Context: an optimization exercise on an open-source flow, tuned for small area, a short achievable clock period and few clock cycles per item. The choices shown serve that exercise and are no tape-out recipe. The RTL was checked by simulation tests, not by an equivalence proof against the original design. Power figures rest on the tool's default switching activity, not on a simulated workload.

==> zinc <==
==> flow/design.v <==
module rgbe_channel (
    input  wire [7:0]  m,
    input  wire [7:0]  e,
    input  wire        mode,
    output reg  [7:0]  rot,      
    output wire        inc,      
    output wire [1:0]  top,      
    output wire [7:0]  ex        
);
    integer k, i;
    wire nz  = |m;
    wire all = &m;
    wire [7:0] z;
    assign z[0] = 1'b1;
    genvar g;
    generate
        for (g = 1; g < 8; g = g + 1) begin : g_z
            assign z[g] = (m[7:8-g] == 0);
        end
    endgenerate
    reg [2:0] lz;
    always @(*) begin
        lz = 3'd7;
        for (k = 6; k >= 0; k = k - 1)
            if (z[k] && m[7-k]) lz = k[2:0];
        lz = lz;
    end
    wire [9:0] eq;
    generate
        for (g = 0; g < 10; g = g + 1) begin : g_eq
            assign eq[g] = (e == g);
        end
    endgenerate
    wire ebig = (e[7:4] != 4'd0) | (e[3:1] == 3'b101) | (e[3:2] == 2'b11);
    wire [7:0] ge;
    assign ge[7] = ebig;
    assign ge[6] = ebig;
    assign ge[5] = ge[6] | eq[9];
    assign ge[4] = ge[5] | eq[8];
    assign ge[3] = ge[4] | eq[7];
    assign ge[2] = ge[3] | eq[6];
    assign ge[1] = ge[2] | eq[5];
    assign ge[0] = ge[1] | eq[4];
    wire [7:0] a;
    generate
        for (g = 0; g < 8; g = g + 1) begin : g_a
            wire lzk = z[g] & m[7-g];
            wire tail = (g + 3 <= 9) ? (eq[(g + 3) % 10] & z[g]) : 1'b0;
            wire low  = (g >= 5) ? eq[(g + 3) % 8] : 1'b0;
            assign a[g] = !all & ((lzk & ge[g]) | tail | low);
        end
    endgenerate
    reg normal;
    always @(*) begin
        normal = (ebig & nz) | (all & !eq[0] & !eq[1]);
        for (k = 3; k <= 9; k = k + 1)
            normal = normal | (eq[k] & !z[k - 2]);
    end
    always @(*) begin
        rot = 8'd0;
        for (k = 0; k < 8; k = k + 1)
            for (i = 0; i < 8; i = i + 1)
                rot[i] = rot[i] | (a[k] & m[(i - k + 8) % 8]);
    end
    wire fix = mode & (((m[7:6] == 2'b01) & m[0] & eq[3]) |
                       (m[7] & ((eq[2] & (m[1:0] == 2'b10)) |
                                (eq[1] & (m[2:0] == 3'b101)) |
                                (eq[0] & (m[3:0] == 4'b1011)))));
    assign inc = rot[7] | fix;
    assign top = {(rot[6] & !eq[0] & !eq[1]) | (all & eq[1]),
                  (rot[5] & !eq[0]) | (all & eq[0])};
    wire [3:0] kk = all ? 4'd1 : {1'b0, lz} + 4'd2;
    assign ex = normal ? (e - {4'd0, kk}) : 8'd0;
endmodule
module rgbe_round (
    input  wire [7:0]  rot,
    input  wire        inc,
    input  wire [1:0]  top,
    input  wire [7:0]  ex,
    output wire [31:0] f
);
    wire [7:0] lo;
    genvar g;
    generate
        for (g = 0; g < 8; g = g + 1) begin : g_lo
            if (g == 0) begin : g_b0
                assign lo[g] = rot[g] ^ inc;
            end else begin : g_bn
                assign lo[g] = rot[g] ^ (inc & (&rot[g-1:0]));
            end
        end
    endgenerate
    assign f = {1'b0, ex, top, rot[4:0], rot, lo};
endmodule
module rgbe2rgba (
    input  wire        clk,
    input  wire        rst,         
    input  wire        in_valid,
    output wire        in_ready,
    input  wire [31:0] in_rgbe,     
    input  wire        in_mode,     
    output wire        out_valid,
    input  wire        out_ready,
    output wire [31:0] out_r,
    output wire [31:0] out_g,
    output wire [31:0] out_b,
    output wire [31:0] out_a
);
    localparam [31:0] ONE = 32'h3F800000;
    wire [7:0] rot_r, rot_g, rot_b;
    wire       inc_r, inc_g, inc_b;
    wire [1:0] top_r, top_g, top_b;
    wire [7:0] ex_r, ex_g, ex_b;
    rgbe_channel u_r (.m(in_rgbe[7:0]),   .e(in_rgbe[31:24]), .mode(in_mode),
                      .rot(rot_r), .inc(inc_r), .top(top_r), .ex(ex_r));
    rgbe_channel u_g (.m(in_rgbe[15:8]),  .e(in_rgbe[31:24]), .mode(in_mode),
                      .rot(rot_g), .inc(inc_g), .top(top_g), .ex(ex_g));
    rgbe_channel u_b (.m(in_rgbe[23:16]), .e(in_rgbe[31:24]), .mode(in_mode),
                      .rot(rot_b), .inc(inc_b), .top(top_b), .ex(ex_b));
    reg        s1_valid;
    reg [18:0] s1_r, s1_g, s1_b;    
    wire s1_load = !s1_valid || out_ready;
    assign in_ready = s1_load;
    always @(posedge clk) begin
        if (rst) begin
            s1_valid <= 1'b0;
        end else if (s1_load) begin
            s1_valid <= in_valid;
        end
        if (s1_load) begin
            s1_r <= {ex_r, top_r, inc_r, rot_r};
            s1_g <= {ex_g, top_g, inc_g, rot_g};
            s1_b <= {ex_b, top_b, inc_b, rot_b};
        end
    end
    rgbe_round v_r (.rot(s1_r[7:0]), .inc(s1_r[8]), .top(s1_r[10:9]), .ex(s1_r[18:11]), .f(out_r));
    rgbe_round v_g (.rot(s1_g[7:0]), .inc(s1_g[8]), .top(s1_g[10:9]), .ex(s1_g[18:11]), .f(out_g));
    rgbe_round v_b (.rot(s1_b[7:0]), .inc(s1_b[8]), .top(s1_b[10:9]), .ex(s1_b[18:11]), .f(out_b));
    assign out_valid = s1_valid;
    assign out_a = ONE;
endmodule
==> flow/run.sh <==
#!/bin/bash
# synth_recipe.tcl (not shown) runs the flow's synth.tcl, then flattens the netlist and writes it again
# the make line also repeats each setting of config.mk as NAME=value (left out here)
make -C /OpenROAD-flow-scripts/flow DESIGN_CONFIG=/design/flow/config.mk WORK_HOME=/design/flow/orfs CLKGATE_MAP_FILE= SYNTH_SCRIPT=/design/flow/synth_recipe.tcl finish
==> flow/config.mk <==
export PLATFORM = sky130hd
export DESIGN_NAME = rgbe2rgba
export DESIGN_NICKNAME = rgbe2rgba
export VERILOG_FILES = /design/flow/design.v
export SDC_FILE = /design/flow/constraint.sdc
export NUM_CORES = 4
export LEC_CHECK = 0
export CAP_MARGIN = 20
export CORE_MARGIN = 2
export CORE_UTILIZATION = 40
export CTS_BUF_LIST = sky130_fd_sc_hd__clkbuf_4 sky130_fd_sc_hd__clkbuf_8
export SETUP_SLACK_MARGIN = 3.6
export SLEW_MARGIN = 20
==> flow/constraint.sdc <==
create_clock -name core_clock -period 7.0 [get_ports {clk}]
set_input_delay 1.4000 -clock core_clock [delete_from_list [all_inputs] [get_ports {clk}]]
set_output_delay 1.4000 -clock core_clock [all_outputs]
set_load 0.01 [all_outputs]
==> lagoon: changes against zinc <==
==> flow/flow/run.sh (new file) <==
#!/bin/bash
# The standard layout with two changes:
#  1. after the standard synthesis, the combinational gates are re-mapped
#     for area by ABC's default script (flow/resynth.tcl); every register and
#     tie cell keeps its instance name and cell type;
#  2. the port buffers that global placement inserts use the small
#     sky130_fd_sc_hd__buf_1 instead of the cell the resizer picks by default.
# Timing repair, CTS, routing and the rest are ORFS's own (the standard.sh).
set -euo pipefail
here=$(pwd)
res=$here/orfs/results/$FLOW_PLATFORM/rgbe2rgba/base
bash standard.sh synth > standard_synth.log 2>&1
cp $res/1_2_yosys.v $here/std_1_2_yosys.v
RESYNTH_LIB=$FLOW_HOME/platforms/sky130hd/lib/sky130_fd_sc_hd__tt_025C_1v80.lib \
RESYNTH_IN=$here/std_1_2_yosys.v RESYNTH_OUT=$here/resynth.v \
  $FLOW_HOME/../tools/install/yosys/bin/yosys -c $here/flow/resynth.tcl > resynth.log 2>&1
if grep -E '^\s*(wire|input|output|reg)\b' resynth.v | sed 's/\[[0-9]*:[0-9]*\]//' | grep -q '[/:]'; then
  echo "resynth: bad net name" >&2; exit 1
fi
cp $here/resynth.v $res/1_2_yosys.v
rm -f $res/1_synth.odb $res/1_synth.sdc
bash standard.sh "BUFFER_PORTS_ARGS=-buffer_cell sky130_fd_sc_hd__buf_1" finish > standard.log 2>&1
==> flow/flow/resynth.tcl (new file) <==
# Re-map the combinational logic of the standard synthesis netlist for area.
# Every flip-flop and tie cell is kept as it is (same instance name and cell
# type); only the gates between them are re-mapped by ABC's default script.
yosys -import
set lib $::env(RESYNTH_LIB)
read_liberty -wb -ignore_miss_func $lib
blackbox =sky130_fd_sc_hd__edfxtp_1 =sky130_fd_sc_hd__dfxtp_1 =sky130_fd_sc_hd__conb_1
read_verilog $::env(RESYNTH_IN)
hierarchy -top $::env(FLOW_TOP)
flatten -wb
opt -purge
abc -liberty $lib -dont_use *lpflow* -dont_use *probe* -dont_use *clkdly* -dont_use *dlygate* -dont_use *dlymetal*
opt_clean -purge
setundef -zero
hilomap -singleton -hicell sky130_fd_sc_hd__conb_1 HI -locell sky130_fd_sc_hd__conb_1 LO
splitnets
opt_clean -purge
insbuf -buf sky130_fd_sc_hd__buf_4 A X
opt_clean -purge
stat -liberty $lib
write_verilog -noattr -noexpr -nohex -nodec $::env(RESYNTH_OUT)
==> flow/standard.sh (new file) <==
#!/bin/bash
# synth_recipe.tcl (not shown) runs the flow's synth.tcl, then flattens the netlist and writes it again
# the make line also repeats each setting of config.mk as NAME=value (left out here)
make -C /OpenROAD-flow-scripts/flow DESIGN_CONFIG=/design/flow/config.mk WORK_HOME=/design/flow/orfs CLKGATE_MAP_FILE= SYNTH_SCRIPT=/design/flow/synth_recipe.tcl "${@:-finish}"
- ABC_AREA: unset -> 1
- CORE_UTILIZATION: 40 -> 55
- CTS_BUF_LIST: sky130_fd_sc_hd__clkbuf_4 sky130_fd_sc_hd__clkbuf_8 -> unset
- PLACE_DENSITY: unset -> 0.7
- SETUP_SLACK_MARGIN: 3.6 -> 3.15
removed: flow/run.sh
==> fjord: changes against zinc <==
==> flow/design.v (replaced) <==
module rgbe_channel (
    input  wire [7:0]  m,
    input  wire [7:0]  e,
    input  wire        mode,
    output wire [31:0] f
);
    reg [2:0] lz;
    always @(*) begin
        casez (m)
            8'b1???????: lz = 3'd0;
            8'b01??????: lz = 3'd1;
            8'b001?????: lz = 3'd2;
            8'b0001????: lz = 3'd3;
            8'b00001???: lz = 3'd4;
            8'b000001??: lz = 3'd5;
            8'b0000001?: lz = 3'd6;
            default:     lz = 3'd7;
        endcase
    end
    wire nz  = |m;
    wire all = &m;
    wire [3:0] thr    = {1'b0, lz} + 4'd3 - {3'd0, all};
    wire       normal = (e >= {4'd0, thr});
    wire [2:0]  amt = normal ? lz : (e[2:0] + 3'd5);
    wire [15:0] mm  = {m, m} << amt;
    wire [7:0]  rot = mm[15:8];
    wire [3:0] n = {1'b0, lz} + 4'd2 - e[3:0];
    reg  ones;
    always @(*) begin
        case (n)
            4'd0: ones = 1'b1;
            4'd1: ones = rot[6];
            4'd2: ones = &rot[6:5];
            4'd3: ones = &rot[6:4];
            4'd4: ones = &rot[6:3];
            4'd5: ones = &rot[6:2];
            4'd6: ones = &rot[6:1];
            4'd7: ones = &rot[6:0];
            default: ones = 1'b0;
        endcase
    end
    wire tie = mode & !normal & !rot[7] & rot[0] & ones;
    wire inc = rot[7] | tie;
    wire [7:0] lo = rot + {7'd0, inc};
    wire k22 = normal | (e[7:1] != 7'd0);
    wire k21 = normal | (e != 8'd0);
    wire [14:0] hi = all ? {!normal & e[0], !normal & !e[0], 13'd0}
                         : {rot[6] & k22, rot[5] & k21, rot[4:0], rot};
    wire [7:0] ex = (normal & nz) ? (e - 8'd2 - {5'd0, lz} + {7'd0, all}) : 8'd0;
    assign f = {1'b0, ex, hi, lo};
endmodule
module rgbe2rgba (
    input  wire        clk,
    input  wire        rst,         
    input  wire        in_valid,
    output wire        in_ready,
    input  wire [31:0] in_rgbe,     
    input  wire        in_mode,     
    output wire        out_valid,
    input  wire        out_ready,
    output wire [31:0] out_r,
    output wire [31:0] out_g,
    output wire [31:0] out_b,
    output wire [31:0] out_a
);
    localparam [31:0] ONE = 32'h3F800000;
    reg        s1_valid;
    reg [31:0] s1_rgbe;
    reg        s1_mode;
    wire s1_load = !s1_valid || out_ready;
    assign in_ready = s1_load;
    always @(posedge clk) begin
        if (rst) begin
            s1_valid <= 1'b0;
        end else if (s1_load) begin
            s1_valid <= in_valid;
        end
        if (s1_load) begin
            s1_rgbe <= in_rgbe;
            s1_mode <= in_mode;
        end
    end
    rgbe_channel u_r (.m(s1_rgbe[7:0]),   .e(s1_rgbe[31:24]), .mode(s1_mode), .f(out_r));
    rgbe_channel u_g (.m(s1_rgbe[15:8]),  .e(s1_rgbe[31:24]), .mode(s1_mode), .f(out_g));
    rgbe_channel u_b (.m(s1_rgbe[23:16]), .e(s1_rgbe[31:24]), .mode(s1_mode), .f(out_b));
    assign out_valid = s1_valid;
    assign out_a = ONE;
endmodule
- CTS_BUF_LIST: sky130_fd_sc_hd__clkbuf_4 sky130_fd_sc_hd__clkbuf_8 -> unset
- SETUP_SLACK_MARGIN: 3.6 -> unset
==> tundra: changes against zinc <==
==> flow/flow/run.sh (new file) <==
#!/bin/bash
# The standard layout (the standard.sh: ORFS synthesis to finish), with
# one change: the port buffers that global placement inserts use the small
# sky130_fd_sc_hd__buf_1 instead of the cell the resizer picks by default.
# Timing repair still resizes any of them that a path needs.
set -euo pipefail
bash standard.sh "BUFFER_PORTS_ARGS=-buffer_cell sky130_fd_sc_hd__buf_1" finish > standard.log 2>&1
==> flow/standard.sh (new file) <==
#!/bin/bash
# synth_recipe.tcl (not shown) runs the flow's synth.tcl, then flattens the netlist and writes it again
# the make line also repeats each setting of config.mk as NAME=value (left out here)
make -C /OpenROAD-flow-scripts/flow DESIGN_CONFIG=/design/flow/config.mk WORK_HOME=/design/flow/orfs CLKGATE_MAP_FILE= SYNTH_SCRIPT=/design/flow/synth_recipe.tcl "${@:-finish}"
- ABC_AREA: unset -> 1
- CORE_UTILIZATION: 40 -> 60
removed: flow/run.sh
==> metrics.md <==
| Metric | Value |
|---|---|
| Status | finished clean |
| Worst Hold End | s1_b[12] |
| Root Driver | clkbuf_8 |
| Number of instances in the placed design | 1043 |
| Setup Skew | 0.00868 ns |
| Post-Synth Adder-Cell Area | 4.93% |
| Period minus WS final | 3.51 ns |
| Post-synthesis mux area share | 0% |
| Tap cells | 129 |
-- figures above: tundra

==> metrics.md <==
| Metric | Value |
|---|---|
| Syn Area/Cell | 8.65 um^2 |
| Status | finished clean |
| Period minus WS final | 3.83 ns |
| Setup Skew | 0.00773 ns |
| Tap cells | 108 |
| Root Driver | clkbuf_8 |
| Clk buf depth | 2 |
| Internal power | 0.723 mW |
| Number of instances in the placed design | 783 |
| Critical path data required time | 7.16 ns |
-- figures above: lagoon

==> metrics.md <==
| Metric | Value |
|---|---|
| DRT iter0 DRCs | 678 |
| Worst Hold End | s1_g[10] |
| Status | finished clean |
| Setup Skew | 0.00753 ns |
| First-pass GRT wire length | 32000 um |
| Tap cells | 180 |
| Post-synthesis mux area share | 0.587% |
| Period minus WS final | 3.48 ns |
| Root Driver | clkbuf_8 |
| Post-Synth Adder-Cell Area | 4.95% |
-- figures above: zinc

==> metrics.md <==
| Metric | Value |
|---|---|
| Tap cells | 180 |
| Period minus WS final | 7.46 ns |
| Worst Slack Setup Final | -0.461 ns |
| Number of instances in the placed design | 1081 |
| Post-Synth Adder-Cell Area | 17.0% |
| Status | complete, but fails checks |
| Final setup violation count | 12 |
| Violated checks | negative setup slack |
-- figures above: fjord

Testbench counts of zinc, summed over its fixed seeds: cycles 32,008, items 32,000.
Testbench counts of lagoon, summed over its fixed seeds: cycles 32,008, items 32,000.
Testbench counts of fjord, summed over its fixed seeds: cycles 32,008, items 32,000.
Testbench counts of tundra, summed over its fixed seeds: cycles 32,008, items 32,000.

[separate check: timing with driven ports]
The results above use ideal ports. As a check the final layouts listed here were re-extracted and re-timed, cells and wires unchanged. Step 1 (the two cells are an assumption about what drives the block):
set clk [get_ports {clk}]
set_driving_cell -lib_cell sky130_fd_sc_hd__clkbuf_16 $clk
set_driving_cell -lib_cell sky130_fd_sc_hd__buf_2 [delete_from_list [all_inputs] $clk]
Step 2 times the ports against the registers' clock, not the clock port: input delays grow and output delays shrink by t, the midpoint of the rising clock arrivals with the driver on. Slacks: ideal ports / drivers / drivers and shift; pairs: ideal ports / drivers.
| run | t (ns) | slack for setup (ns) | pins driven straight from the clock port |
|---|---|---|---|
| zinc | 0.396 | 3.521 / 3.514 / 3.118 | 1 |
| lagoon | 0.374 | 3.171 / 3.184 / 2.810 | 1 |
| fjord | 0.322 | -0.461 / -0.499 / -0.177 | 1 |
| tundra | 0.382 | 3.491 / 3.476 / 3.094 | 1 |
The setup slack of zinc, which loses most, moves by -0.007 ns with the drivers and by -0.403 ns with both steps.
